What follows belongs to an exercise in optimizing a design on an open flow for small area, a short achievable clock period and few clock cycles; a production flow would make more cautious choices. Power figures rest on the tool's default switching activity, not on a simulated workload.

==> run a: inputs <==
==> flow/design.v <==
module montctx32 (
    input  wire        clk,
    input  wire        rst,       
    input  wire        start,     
    input  wire [1:0]  variant,
    input  wire [31:0] n,
    output wire        ready,
    output reg         done,
    output wire [3:0]  status,
    output wire [31:0] ninv,
    output reg  [31:0] rmodn,
    output wire [31:0] r2modn
);
    localparam [1:0] S_IDLE  = 2'd0,
                     S_SETUP = 2'd1,
                     S_RUN   = 2'd2;
    reg [1:0]  state;
    reg        ready_q;
    reg [4:0]  cnt;
    reg [31:0] n_q;
    reg [33:0] n3_q;      
    reg [31:0] nd_q;      
    reg [1:0]  v_q;
    reg [1:0]  st_q;      
    reg        st0_q;     
    reg [31:0] r_q;       
    reg [31:0] z_q;       
    reg [31:0] c_q;       
    reg        cin_q;     
    assign ready  = ready_q;
    assign status = {1'b0, st_q, st0_q};
    assign ninv   = z_q;
    assign r2modn = r_q;
    wire accept = start & ready_q;
    reg [31:0] maxmod;
    always @(*) begin
        case (v_q)
            2'd0: maxmod = 32'hFFFF_FFFF;
            2'd1: maxmod = 32'h7FFF_FFFF;
            2'd2: maxmod = 32'h3FFF_FFFF;
            default: maxmod = 32'h2AAA_AAA9;
        endcase
    end
    wire is_even  = ~n_q[0];
    wire is_one   = (n_q == 32'd1);
    wire is_range = (n_q > maxmod);
    wire bad      = is_even | is_one | is_range;
    wire [15:0] pr;                      
    wire [15:0] psm;                     
    genvar g;
    generate
        for (g = 0; g < 16; g = g + 1) begin : g_pair
            assign pr[g]  = n_q[2*g+1] | n_q[2*g];
            assign psm[g] = |pr[15:g];
        end
    endgenerate
    wire [15:0] ptop = psm & ~{1'b0, psm[15:1]};     
    reg  [31:0] r_init;
    reg  [4:0]  half;                                
    integer k;
    always @(*) begin
        r_init = 32'd0;
        half   = 5'd0;
        for (k = 0; k < 16; k = k + 1) begin
            r_init[2*k] = ptop[k];
            if (ptop[k]) half = half | k[4:0];
        end
    end
    wire [33:0] r4  = {r_q, 2'b00};
    wire [34:0] c1  = {1'b0, r4} - {3'b0, nd_q};
    wire [34:0] c2  = {1'b0, r4} - {2'b0, nd_q, 1'b0};
    wire [34:0] c3  = {1'b0, r4} - {1'b0, n3_q};
    wire        setup = (state == S_SETUP);
    wire        sel3 = ~setup & ~c3[34];
    wire        sel2 = ~setup & c3[34] & ~c2[34];
    wire        sel1 = ~setup & c2[34] & ~c1[34];
    wire        sel0 = ~setup & c1[34];
    wire [31:0] r_next = ({32{sel3}} & c3[31:0]) | ({32{sel2}} & c2[31:0]) |
                         ({32{sel1}} & c1[31:0]) | ({32{sel0}} & r4[31:0]) |
                         ({32{setup}} & r_init);
    wire [1:0]  t_lo = z_q[1:0] + c_q[1:0] + {1'b0, cin_q};
    wire        d0 = t_lo[0];
    wire        d1 = t_lo[1] ^ (t_lo[0] & n_q[1]);
    wire [31:0] dn = d1 ? (d0 ? n3_q[31:0] : {n_q[30:0], 1'b0})
                        : (d0 ? n_q : 32'd0);
    wire [31:0] fa_s = z_q ^ c_q ^ ~dn;
    wire [31:0] fa_c = (z_q & c_q) | (z_q & ~dn) | (c_q & ~dn);
    wire [32:0] cy   = {fa_c, cin_q};                 
    wire [2:0]  lo_sum = {1'b0, fa_s[1:0]} + {1'b0, cy[1:0]} + 3'd1;
    wire        cin_nx = lo_sum[2];
    wire [31:0] tmask;                   
    generate
        for (g = 0; g < 30; g = g + 1) begin : g_mask
            assign tmask[g] = ({cnt[3:0], 1'b0} <= 5'd29 - g);
        end
    endgenerate
    assign tmask[31:30] = 2'b00;
    wire [31:0] z_next = {d1, d0, (tmask[29:0] & fa_s[31:2]) | (~tmask[29:0] & z_q[31:2])};
    wire [31:0] c_next = {2'b00, tmask[29:0] & cy[31:2]};
    always @(posedge clk) begin
        done <= 1'b0;
        n3_q <= {2'b0, n_q} + {1'b0, n_q, 1'b0};
        nd_q <= n_q;
        case (state)
            S_SETUP: begin
                r_q   <= r_next;
                z_q   <= 32'd1;
                c_q   <= 32'd0;
                cin_q <= 1'b0;
                cnt   <= half;
                st_q  <= {bad, ~is_even & ~is_one & is_range};
                st0_q <= ~is_even & is_one;
                if (bad) begin
                    done  <= 1'b1;
                    state <= S_IDLE;
                end else begin
                    state <= S_RUN;
                end
            end
            S_RUN: begin
                r_q <= r_next;
                z_q   <= (cnt == 5'd15) ? 32'd1 : z_next;
                c_q   <= (cnt == 5'd15) ? 32'd0 : c_next;
                cin_q <= (cnt != 5'd15) & cin_nx;
                cnt <= cnt + 5'd1;
                if (cnt == 5'd16)
                    rmodn <= r_q;
                if (cnt == 5'd31) begin
                    done  <= 1'b1;
                    state <= accept ? S_SETUP : S_IDLE;
                end
            end
            default: begin
                r_q   <= r_next;
                z_q   <= z_next;
                c_q   <= c_next;
                cin_q <= cin_nx;
                if (accept)
                    state <= S_SETUP;
            end
        endcase
        if (accept) begin
            n_q <= n;
            v_q <= variant;
        end
        ready_q <= 1'b0;
        if ((state == S_IDLE & ~accept) | (state == S_SETUP & bad) |
            (state == S_RUN & cnt == 5'd31 & ~accept) |
            (state == S_RUN & cnt == 5'd30))
            ready_q <= 1'b1;
        if (rst) begin
            state   <= S_IDLE;
            done    <= 1'b0;
            ready_q <= 1'b1;
        end
    end
endmodule
==> flow/run.sh <==
#!/bin/bash
# synth_recipe.tcl (not shown) runs the flow's synth.tcl, then flattens the netlist and writes it again
# the make line also repeats each setting of config.mk as NAME=value (left out here)
make -C /OpenROAD-flow-scripts/flow DESIGN_CONFIG=/design/flow/config.mk WORK_HOME=/design/flow/orfs CLKGATE_MAP_FILE= SYNTH_SCRIPT=/design/flow/synth_recipe.tcl finish
==> flow/config.mk <==
export PLATFORM = sky130hd
export DESIGN_NAME = montctx32
export DESIGN_NICKNAME = montctx32
export VERILOG_FILES = /design/flow/design.v
export SDC_FILE = /design/flow/constraint.sdc
export NUM_CORES = 4
export LEC_CHECK = 0
export CAP_MARGIN = 20
export CORE_MARGIN = 2
export CORE_UTILIZATION = 40
export SETUP_SLACK_MARGIN = 2.4
export SLEW_MARGIN = 20
export TNS_END_PERCENT = 0
==> flow/constraint.sdc <==
create_clock -name core_clock -period 5.0 [get_ports {clk}]
set_input_delay 1.0000 -clock core_clock [delete_from_list [all_inputs] [get_ports {clk}]]
set_output_delay 1.0000 -clock core_clock [all_outputs]
set_load 0.01 [all_outputs]
==> run b: changes against run a <==
--- a/flow/design.v
+++ b/flow/design.v
@@ -20,5 +20,4 @@
     reg [31:0] n_q;
     reg [33:0] n3_q;      
-    reg [31:0] nd_q;      
     reg [1:0]  v_q;
     reg [1:0]  st_q;      
@@ -67,8 +66,11 @@
         end
     end
+    wire [33:0] n3;
+    add_hc #(34) u_n3 (.a({2'b0, n_q}), .b({1'b0, n_q, 1'b0}), .ci(1'b0), .y(n3));
     wire [33:0] r4  = {r_q, 2'b00};
-    wire [34:0] c1  = {1'b0, r4} - {3'b0, nd_q};
-    wire [34:0] c2  = {1'b0, r4} - {2'b0, nd_q, 1'b0};
-    wire [34:0] c3  = {1'b0, r4} - {1'b0, n3_q};
+    wire [34:0] c1, c2, c3;              
+    add_hc #(35) u_c1 (.a({1'b0, r4}), .b(~{3'b0, n_q}),       .ci(1'b1), .y(c1));
+    add_hc #(35) u_c2 (.a({1'b0, r4}), .b(~{2'b0, n_q, 1'b0}), .ci(1'b1), .y(c2));
+    add_hc #(35) u_c3 (.a({1'b0, r4}), .b(~{1'b0, n3_q}),      .ci(1'b1), .y(c3));
     wire        setup = (state == S_SETUP);
     wire        sel3 = ~setup & ~c3[34];
@@ -100,6 +102,5 @@
     always @(posedge clk) begin
         done <= 1'b0;
-        n3_q <= {2'b0, n_q} + {1'b0, n_q, 1'b0};
-        nd_q <= n_q;
+        n3_q <= n3;
         case (state)
             S_SETUP: begin
@@ -156,2 +157,35 @@
     end
 endmodule
+module add_hc #(parameter W = 35) (
+    input  wire [W-1:0] a,
+    input  wire [W-1:0] b,
+    input  wire         ci,
+    output wire [W-1:0] y
+);
+    wire [W-1:0] p0 = a ^ b;
+    reg  [W-1:0] g, p, gn, pn;
+    integer i, d;
+    always @(*) begin
+        g = a & b;
+        p = p0;
+        g[0] = g[0] | (p[0] & ci);
+        for (i = 1; i < W; i = i + 2) begin
+            g[i] = g[i] | (p[i] & g[i-1]);
+            p[i] = p[i] & p[i-1];
+        end
+        for (d = 2; d < W; d = d * 2) begin
+            gn = g;
+            pn = p;
+            for (i = 1; i < W; i = i + 2)
+                if (i >= d + 1) begin
+                    gn[i] = g[i] | (p[i] & g[i-d]);
+                    pn[i] = p[i] & p[i-d];
+                end
+            g = gn;
+            p = pn;
+        end
+        for (i = 2; i < W; i = i + 2)
+            g[i] = g[i] | (p[i] & g[i-1]);
+    end
+    assign y = p0 ^ {g[W-2:0], ci};
+endmodule
CORE_UTILIZATION = 55   (was 40)
==> summary of the runs <==
Against run b, the global-route usage of run a is lower by 5.6 points.
Synthesized area: run a is higher than run b (about 13%).
In run b the core utilization is higher than in run a, by 15 points.
Between run a and run b, the lower sequential power is in run b (gap about 14%, measured against run b).
Against run b, the clock power of run a is larger by 23%.
Against run b, the first-iteration DRC count of run a is smaller by about 3.4%.
In run b the critical path depth is higher than in run a, by 5.
Between run a and run b, the lower hold slack is in run a (gap 0.0038 ns).
In run b the combinational power is lower than in run a, by 37%.
==> figures <==
quantity	run a	run b
Result of the run	finished clean	finished clean
Number of antenna violations at the first check in global routing	1	0
Crit. Startpoint	n_q[3]	n_q[1]
DR WL met3	3490 µm	2440 µm
Largest net degree at the start of global routing	64	47
Part of the power in combinational logic	68.8%	62.1%
Area fraction in and, or, nand and nor cells after synthesis	13.9%	12.1%
All-layer global routing usage	24.7%	30.3%
First-pass DRT Iterations	7	16
Worst hold start	n_q[18]	z_q[30]
Worst vdd rail ir drop	0.000443 V	0.000356 V
Core Area	40,900 µm²	26,100 µm²
Detailed-routed wire length on met2	25,000 µm	20,200 µm
Number of warnings printed during yosys synthesis	1	3
Final weighted congestion of routability-driven global placement	0.931	0.916
Taps Inserted	532	335
Post-Place Cell Area	18,500 µm²	16,500 µm²
Final HPWL DP	40,300 µm	32,000 µm
Overall power after layout	0.0172 W	0.0121 W
Worst reg-to-reg path cell count	10	15
Function was not checked in any run of this note: the RTL went through the layout flow alone.

[static timing again, ports no longer ideal]
How much do the figures lean on ideal ports? The routed layouts below were timed once more, with nothing changed but the port constraints.
Step 1 assumes that a clkbuf_16 drives the clock port and a buf_2 every other input.
Step 2 adds t to the input delays and takes it off the output delays; t is the mean of the earliest and latest rising clock arrival at the registers after step 1. Input paths then give back, and output paths get back, about the clock's delay inside the block.
a / b / c = ideal / step 1 / step 2; a / b = the first two.
| run | t (ns) | slack for setup (ns) | hold WS [ns] | worst setup path at the end | latest minus earliest clock arrival (ns) |
|---|---|---|---|---|---|
| run a | 0.645 | 2.093 / 2.093 / 1.946 | 0.499 / 0.499 / 0.499 | input to register | 0.028 / 0.028 |
| run b | 0.570 | 1.565 / 1.565 / 1.565 | 0.503 / 0.503 / 0.503 | register to register | 0.013 / 0.012 |
After both steps setup and hold are still met in every run listed. For run a, which loses most, drivers alone change the setup slack by 0.000 ns; drivers and shift together by -0.147 ns.
